Background: an optimization exercise with open tools, aiming at a short achievable clock period and few clock cycles. Do not read the settings as production practice.
Function was checked by simulation only, so behaviour that the tests miss may differ from the original.

[flow/config.mk]
export PLATFORM = sky130hd
export DESIGN_NAME = pm2_cpu
export DESIGN_NICKNAME = pm2_cpu
export VERILOG_FILES = /design/flow/design.v
export SDC_FILE = /design/flow/constraint.sdc
export NUM_CORES = 4
export LEC_CHECK = 0
export CAP_MARGIN = 20
export CORE_MARGIN = 2
export CORE_UTILIZATION = 40
export SLEW_MARGIN = 20
[flow/constraint.sdc]
create_clock -name core_clock -period 12.0 [get_ports {clk}]
set_input_delay 2.4000 -clock core_clock [delete_from_list [all_inputs] [get_ports {clk}]]
set_output_delay 2.4000 -clock core_clock [all_outputs]
set_load 0.01 [all_outputs]
[flow/design.v]
module pm2_cpu (
    input  wire        clk,
    input  wire        rst,           
    output reg         mem_req,
    output reg         mem_we,
    output reg         mem_word,
    output reg  [31:0] mem_addr,
    output reg  [31:0] mem_wdata,
    input  wire [31:0] mem_rdata,
    input  wire        mem_ready,
    output wire        halted
);
    localparam [7:0] OP_JMP  = 8'h08, OP_BEQ = 8'h10, OP_BNE = 8'h11,
                     OP_ADD  = 8'h58, OP_SUB = 8'h59, OP_MUL = 8'h5A,
                     OP_DIV  = 8'h5B, OP_AND = 8'h5C, OP_OR  = 8'h5D,
                     OP_XOR  = 8'h5E, OP_NOT = 8'h5F, OP_CMP = 8'h60,
                     OP_LD   = 8'h80, OP_LDB = 8'h81, OP_ST  = 8'h82,
                     OP_STB  = 8'h83, OP_LDC = 8'h90, OP_HALT = 8'hFF;
    localparam integer CAP = 12;           
    reg [8*CAP-1:0] q;         
    reg [3:0]  vcnt;           
    reg [31:0] ip;             
    reg [31:0] faddr;          
    reg        halt_r;
    reg        zf;
    reg [31:0] g [0:15];
    reg [1:0]  mst;
    reg [31:0] ma, mb;
    reg [31:0] mp0, mp1;
    reg [2:0]  dst;
    reg [31:0] da, dd;
    reg [33:0] dd3;
    reg [5:0]  dsh;
    reg        dlt;
    reg [31:0] dr, dq;
    reg [4:0]  dcnt;
    assign halted = halt_r;
    wire [7:0] op = q[7:0];
    wire [7:0] b1 = q[15:8];
    wire [7:0] b2 = q[23:16];
    wire [7:0] b3 = q[31:24];
    wire [7:0] b4 = q[39:32];
    wire [7:0] b5 = q[47:40];
    wire [31:0] imm = {b2, b3, b4, b5};
    wire [31:0] tgt = {b1, b2, b3, b4};
    wire is_alu  = (op == OP_ADD) || (op == OP_SUB) || (op == OP_AND) ||
                   (op == OP_OR)  || (op == OP_XOR);
    wire is_not  = (op == OP_NOT);
    wire is_mul  = (op == OP_MUL);
    wire is_div  = (op == OP_DIV);
    wire is_cmp  = (op == OP_CMP);
    wire is_ldc  = (op == OP_LDC);
    wire is_ld   = (op == OP_LD) || (op == OP_LDB);
    wire is_st   = (op == OP_ST) || (op == OP_STB);
    wire is_jmp  = (op == OP_JMP);
    wire is_bcc  = (op == OP_BEQ) || (op == OP_BNE);
    wire is_halt = (op == OP_HALT);
    wire is_rrr  = is_alu || is_mul || is_div;
    wire is_rr   = is_not || is_cmp;
    wire is_ri   = is_ldc || is_ld || is_st;
    wire [3:0] width = is_rrr ? 4'd4 : is_rr ? 4'd3 : is_ri ? 4'd6 :
                       (is_jmp || is_bcc) ? 4'd5 : 4'd1;
    wire b1_ok = (b1[7:4] == 4'd0);
    wire b2_ok = (b2[7:4] == 4'd0);
    wire b3_ok = (b3[7:4] == 4'd0);
    wire regs_ok = is_rrr ? (b1_ok && b2_ok && b3_ok) :
                   is_rr  ? (b1_ok && b2_ok) : b1_ok;
    wire head = (vcnt >= width) && !halt_r;
    wire [31:0] rs1 = g[b2[3:0]];
    wire [31:0] rs2 = g[b3[3:0]];
    wire [31:0] ra  = g[b1[3:0]];
    reg [31:0] alu;
    always @(*) begin
        case (op[2:0])
            3'd0:    alu = rs1 + rs2;       
            3'd1:    alu = rs1 - rs2;       
            3'd4:    alu = rs1 & rs2;       
            3'd5:    alu = rs1 | rs2;       
            3'd6:    alu = rs1 ^ rs2;       
            default: alu = ~rs1;            
        endcase
    end
    wire taken = (is_jmp && tgt[31:24] == 8'd0) ||
                 (op == OP_BEQ && zf) || (op == OP_BNE && !zf);
    wire do_halt = head && (is_halt || (is_jmp && tgt[31:24] != 8'd0));
    wire do_mem    = head && is_ri && !is_ldc && regs_ok;
    wire do_redir  = head && taken;
    wire do_fetch  = !halt_r && !do_mem && (do_redir || vcnt <= CAP - 4);
    always @(*) begin
        mem_req   = do_mem || do_fetch;
        mem_we    = do_mem && is_st;
        mem_word  = do_mem ? !op[0] : 1'b1;
        mem_addr  = do_mem ? imm : do_redir ? tgt : faddr;
        mem_wdata = ra;
    end
    wire [31:0] mprod = mp0 + {mp1[15:0], 16'd0};
    wire mul_last = (mst == 2'd2);
    function [5:0] clz32;
        input [31:0] x;
        integer k;
        begin
            clz32 = 6'd32;
            for (k = 0; k < 32; k = k + 1)
                if (x[k]) clz32 = 6'd31 - k[5:0];
        end
    endfunction
    wire [5:0] dn  = clz32(dd) - clz32(da) + 6'd1;       
    wire [5:0] dns = dn + {5'd0, dn[0]};                 
    wire [33:0] dx  = {dr, dq[31:30]};
    wire [34:0] dt1 = {1'b0, dx} - {3'b0, dd};
    wire [34:0] dt2 = {1'b0, dx} - {2'b0, dd, 1'b0};
    wire [34:0] dt3 = {1'b0, dx} - {1'b0, dd3};
    reg  [31:0] dr_n;
    reg  [1:0]  dbits;
    always @(*) begin
        if (!dt3[34])      begin dr_n = dt3[31:0]; dbits = 2'd3; end
        else if (!dt2[34]) begin dr_n = dt2[31:0]; dbits = 2'd2; end
        else if (!dt1[34]) begin dr_n = dt1[31:0]; dbits = 2'd1; end
        else               begin dr_n = dx[31:0];  dbits = 2'd0; end
    end
    wire div_last = (dst == 3'd3) && (dcnt == 5'd0);
    wire rs2_zero = (rs2 == 32'd0);
    wire retire = head && (
        (is_ri && !is_ldc && regs_ok) ? mem_ready :
        (is_mul && regs_ok)           ? mul_last :
        (is_div && regs_ok)           ? (dst == 3'd0 ? rs2_zero : div_last) :
        1'b1);
    wire [3:0] shift = (retire && !taken) ? width : 4'd0;
    wire [3:0] rem   = vcnt - shift;
    wire [8*CAP-1:0] qsh = q >> {shift, 3'b000};
    wire fetch_x = do_fetch && mem_ready;
    wire [31:0] st_off = imm - ip;
    wire st_near = (st_off[31:5] == 27'd0) || (st_off[31:2] == 30'h3FFF_FFFF);
    reg [8*CAP-1:0] q_n;
    integer p;
    always @(*) begin
        for (p = 0; p < CAP; p = p + 1) begin
            if (p < rem)
                q_n[8*p +: 8] = qsh[8*p +: 8];
            else if (p == rem)
                q_n[8*p +: 8] = mem_rdata[31:24];
            else if (p == rem + 1)
                q_n[8*p +: 8] = mem_rdata[23:16];
            else if (p == rem + 2)
                q_n[8*p +: 8] = mem_rdata[15:8];
            else
                q_n[8*p +: 8] = mem_rdata[7:0];
        end
    end
    reg        g_we;
    reg [31:0] g_wd;
    always @(*) begin
        g_we = 1'b0;
        g_wd = alu;
        if (head && regs_ok) begin
            if (is_alu || is_not) begin
                g_we = 1'b1; g_wd = alu;
            end else if (is_ldc) begin
                g_we = 1'b1; g_wd = imm;
            end else if (is_ld) begin
                g_we = mem_ready;
                g_wd = op[0] ? {24'd0, mem_rdata[7:0]} : mem_rdata;
            end else if (is_mul) begin
                g_we = mul_last; g_wd = mprod;
            end else if (is_div) begin
                g_we = div_last; g_wd = dq;
            end
        end
    end
    integer i;
    always @(posedge clk) begin
        if (rst) begin
            vcnt   <= 4'd0;
            ip     <= 32'd0;
            faddr  <= 32'd0;
            halt_r <= 1'b0;
            zf     <= 1'b0;
            mst    <= 2'd0;
            dst    <= 3'd0;
            for (i = 0; i < 16; i = i + 1)
                g[i] <= 32'd0;
        end else begin
            if (do_redir) begin
                ip <= tgt;
                q[31:0] <= {mem_rdata[7:0], mem_rdata[15:8], mem_rdata[23:16], mem_rdata[31:24]};
                vcnt  <= mem_ready ? 4'd4 : 4'd0;
                faddr <= tgt + (mem_ready ? 32'd4 : 32'd0);
            end else begin
                q <= q_n;
                if (retire)
                    ip <= ip + {28'd0, width};
                if (retire && is_st && regs_ok && st_near) begin
                    vcnt  <= 4'd0;
                    faddr <= ip + 32'd6;
                end else begin
                    vcnt <= rem + (fetch_x ? 4'd4 : 4'd0);
                    if (fetch_x)
                        faddr <= faddr + 32'd4;
                end
            end
            if (do_halt)
                halt_r <= 1'b1;
            if (g_we)
                g[b1[3:0]] <= g_wd;
            if (head && regs_ok) begin
                if (is_alu || is_not)
                    zf <= (alu == 32'd0);
                else if (is_cmp)
                    zf <= (ra == rs1);
                else if (is_mul && mul_last)
                    zf <= (mprod == 32'd0);
                else if (is_div && div_last)
                    zf <= (dq == 32'd0);
            end
            if (head && is_mul && regs_ok) begin
                mst <= mul_last ? 2'd0 : mst + 2'd1;
            end
            case (dst)
                3'd0: if (head && is_div && regs_ok && !rs2_zero) dst <= 3'd1;
                3'd1: dst <= 3'd2;
                3'd2: dst <= 3'd3;
                default: if (dcnt == 5'd0) dst <= 3'd0;
            endcase
        end
        ma  <= rs1;
        mb  <= rs2;
        mp0 <= ma * mb[15:0];
        mp1 <= {16'd0, ma[15:0] * mb[31:16]};
        if (dst == 3'd0) begin
            da  <= rs1;
            dd  <= rs2;
        end
        if (dst == 3'd1) begin
            dd3 <= {2'b0, dd} + {1'b0, dd, 1'b0};
            dlt <= (da < dd);
            dsh <= dns;
        end
        if (dst == 3'd2) begin
            dr   <= dlt ? 32'd0 : (da >> dsh);
            dq   <= dlt ? 32'd0 : (da << (6'd32 - dsh));
            dcnt <= dlt ? 5'd0 : dsh[5:1];
        end
        if (dst == 3'd3 && dcnt != 5'd0) begin
            dr   <= dr_n;
            dq   <= {dq[29:0], dbits};
            dcnt <= dcnt - 5'd1;
        end
    end
endmodule
[flow/run.sh]
#!/bin/bash
# synth_recipe.tcl (not shown) runs the flow's synth.tcl, then flattens the netlist and writes it again
# the make line also repeats each setting of config.mk as NAME=value (left out here)
make -C /OpenROAD-flow-scripts/flow DESIGN_CONFIG=/design/flow/config.mk WORK_HOME=/design/flow/orfs CLKGATE_MAP_FILE= SYNTH_SCRIPT=/design/flow/synth_recipe.tcl finish
==> results.txt <==
==> state kept, by name (all words and copies together), names as in the netlist, named ones only <==
name    count
dcnt        5
g         512
zf          1
dd         32
mst         2
ma         32
dsh         5
faddr      32
q          96
mb         32
dlt         1
dq         32
ip         32
dst         2
vcnt        4
dd3        34
da         32
dr         32
mp0        32
halt_r      1
mp1        16
==> worst max-delay path by stage <==
stage / cells past startpoint / endpoint
2_1_floorplan: 26 / register
3_3_place_gp: 20 / register
3_5_place_dp: 20 / register
4_1_cts: 20 / register
5_1_grt: 26 / register
6_report: 22 / register
==> worst reg2reg max path, stage by stage (launching register included) <==
cell,delay [ps]
dfxtp_4,840
buf_12,430
nand2b_1,290
a21oi_1,90
a2111oi_0,940
nand3b_1,260
a211oi_1,850
nand4bb_4,370
a21oi_4,280
nand3_4,660
inv_6,840
ha_1,330
fa_1,820
inv_1,500
ha_1,430
xnor2_1,630
nand3b_1,570
mux2_2,450
nand2_1,70
o211ai_1,100
o221ai_1,130
a21oi_1,140
mux2_2,330
==> through the flow <==
stage / std cells / utilization [%] / setup slack [ps]
after detailed placement: 11900 / 42.2 / 1860
after global routing: 12100 / 43.9 / 1110
after global placement: 11900 / 42.2 / 2040
after floorplan: 9273 / - / 4060
after CTS: 12100 / 43.9 / 1840
final: 12200 / 43.9 / 1550
==> layout by cell type, fill, tap and decap left out, drive strengths merged, types with 30 or more instances in the layout <==
cell              n
o22ai            88
inv             678
mux2             37
xor2            113
fa              393
xnor2           285
or2              30
nand3           161
nand2b           45
edfxtp          781
clkinv           50
o21bai           37
nor2b            86
mux2i           288
clkdlybuf4s50    96
nand4            66
dfxtp           198
nor2            999
nor3            168
a211oi          159
o31ai            43
ha              452
and3             49
nor4             64
and2            198
a31oi            77
a21o            114
buf             252
o21ai           387
o211ai           60
a21oi           549
a22oi            39
o21a             42
clkbuf          138
or3              61
nand2          1012
mux4            475
==> logic make-up after synthesis <==
group                    after synthesis  share of synthesized area [%]
AND/OR/NAND/NOR                     3032                           15.4
AO/OA/AOI/OAI                       1881                           13.5
buffers and inverters               1338                           5.83
flip-flops                           979                           30.6
adder cells (fa/ha/maj)              845                           15.1
multiplexers                         800                           15.6
XOR/XNOR                             398                           3.90
==> per-layer routing <==
layer	vias up	routed length, um	global-route usage, %
li1	33000	-	-
met4	6	24200	17.4
met2	5390	154000	45.6
met1	38500	137000	40.5
met3	1148	47500	9.21
met5	-	37	0
==> layout make-up <==
class	count	area, um^2
fill	21200	125000
multi-input combinational	6956	57200
sequential	979	27500
tap	2975	3720
clock buffer	138	2990
timing repair buffer	348	2930
inverter	681	2560
clock inverter	61	707
antenna	13	32.5
==> impl_metrics.json <==
{
  "path_class": "reg2reg",
  "final_nets": 9955,
  "clockBufferDepth": 3,
  "cp_num_buf_inv": 3,
  "grt_usage_pct": 30.9,
  "hpwl_um": 247000,
  "fp.dieH_um": 477,
  "finalHoldViolations": 0,
  "first_pass_iters": 9,
  "synth-edff-count": 781,
  "grt_pass1_wl_um": 522000,
  "finalMaxSlewViolations": 0,
  "ios": 103,
  "routed-via-count": 78100,
  "max_stage_delay_ps": 940,
  "hold_start": "faddr[0]$_SDFFE_PP0P_",
  "synth_seq_area_share_pct": 30.6,
  "route.detailed.drc": 0,
  "hp-class": "reg2reg",
  "port_buffers": 102,
  "synth_seq_cells": 979,
  "fin_area_um2": 97600,
  "place_congestion": 0.988,
  "cts-hold-fix-buffers": 0,
  "syn_inst": 9273,
  "synth_warnings": 1,
  "synthTopCellsByArea": "edfxtp_1, mux4_2, fa_1",
  "antenna_found_initial": 19,
  "overflow": 0,
  "rsz0062_at_grt": "false",
  "grt_max_degree": 99,
  "rows": 173,
  "synth_fp_nets": 10200,
  "synth.top_cells.by_count": "nand2_1, nor2_1, edfxtp_1",
  "yosys.area.top_type": "edfxtp_1",
  "fin_crit_ps": 10450,
  "antenna_left": 0,
  "crit_family": "compound AO/OA/AOI/OAI gates",
  "grt_pass1_vias": 75900,
  "fmax_mhz": 95.7,
  "postPlaceCellArea_um2": 93800,
  "die-area_um2": 227000,
  "synth_area_um2": 89500,
  "die_w_um": 477,
  "cpMaxStageDelayCell": "a2111oi_0",
  "avgSynthCellArea_um2": 9.65,
  "cts_made_buffers": 109,
  "synth_top_area_share_pct": 26.2,
  "routed_wl_um": 363000,
  "via_per_inst": 6.42,
  "critPathCaptureType": "register",
  "clk_pin_slew_ps": 60,
  "finalSetupViolations": 0,
  "clock-root-buffer": "clkbuf_16",
  "worstSkewPairLatency_ps": 850,
  "drt-initial-drc-count": 10400,
  "maxSlewHeadroom_pct": 20.6,
  "cts_tree": "built",
  "cp.required_ps": 12640,
  "arrival_ps": 11090,
  "worst_slew_pin_slew_ps": 1180,
  "yosysUniqueCellTypes": 107,
  "outcome": "timing/DRC/antenna clean",
  "reg2reg_depth": 22,
  "cts_sinks": 979,
  "drv_cap": 0,
  "worstHoldEndpoint": "faddr[0]$_SDFFE_PP0P_",
  "crit_chain": "buf_12 -> nand2b_1 -> a21oi_1 -> a2111oi_0 -> nand3b_1 -> a211oi_1 -> nand4bb_4 -> a21oi_4 -> nand3_4 -> inv_6 -> ha_1 -> fa_1 -> inv_1 -> ha_1 -> xnor2_1 -> nand3b_1 -> mux2_2 -> nand2_1 -> o211ai_1 -> o221ai_1 -> a21oi_1 -> mux2_2",
  "regToRegSetupSlack_ps": 1550,
  "synthFlopType": "edfxtp_1",
  "fin_crit_sh_pct": 87.1,
  "setup_tns_ps": 0,
  "async_flop_share_pct": 0,
  "drive_gt1_share_pct": 11.8,
  "yosysMostFrequentCell": "nand2_1",
  "htreeDepth": 3,
  "start_util_pct": 40.2,
  "post_drt_wl_per_cell_um": 29.9,
  "crit_fanout": 44,
  "cts_setup_buffers": 0,
  "finalClockSkew_ps": 115,
  "cts-resized-gates": 0,
  "core_um2": 222000,
  "startpoint_type": "register",
  "hold_slack_ps": 495,
  "syn2layout_area_growth_pct": 9.05,
  "hold_depth": 2
}
Testbench counts, summed over its fixed seeds: cycles 44,900.

## what the ideal ports hide
No port has a modelled driver above. Below, the same layout with a new extraction and two added sets of constraints. Step 1, drivers: a clkbuf_16 drives clk and a buf_2 each remaining input, both assumed. Step 2 adds t to the input delays and takes it off the output delays; t is the mean of the earliest and latest rising clock arrival at the registers after step 1. Input paths then give back, and output paths get back, about the clock's delay inside the block. a / b / c = no drivers / after step 1 / after step 2; a / b = the first two.
t (ns): 0.885
setup WS [ns]: 1.551 / 1.551 / 1.551
worst hold slack (ns): 0.495 / 0.495 / 0.495
worst setup path after step 2: register to register
slew at the worst register clock pin (ns): 0.07 / 0.07
After both steps this run still meets setup and hold. The setup slack of this run moves by 0.000 ns with the drivers and by 0.000 ns with both steps.
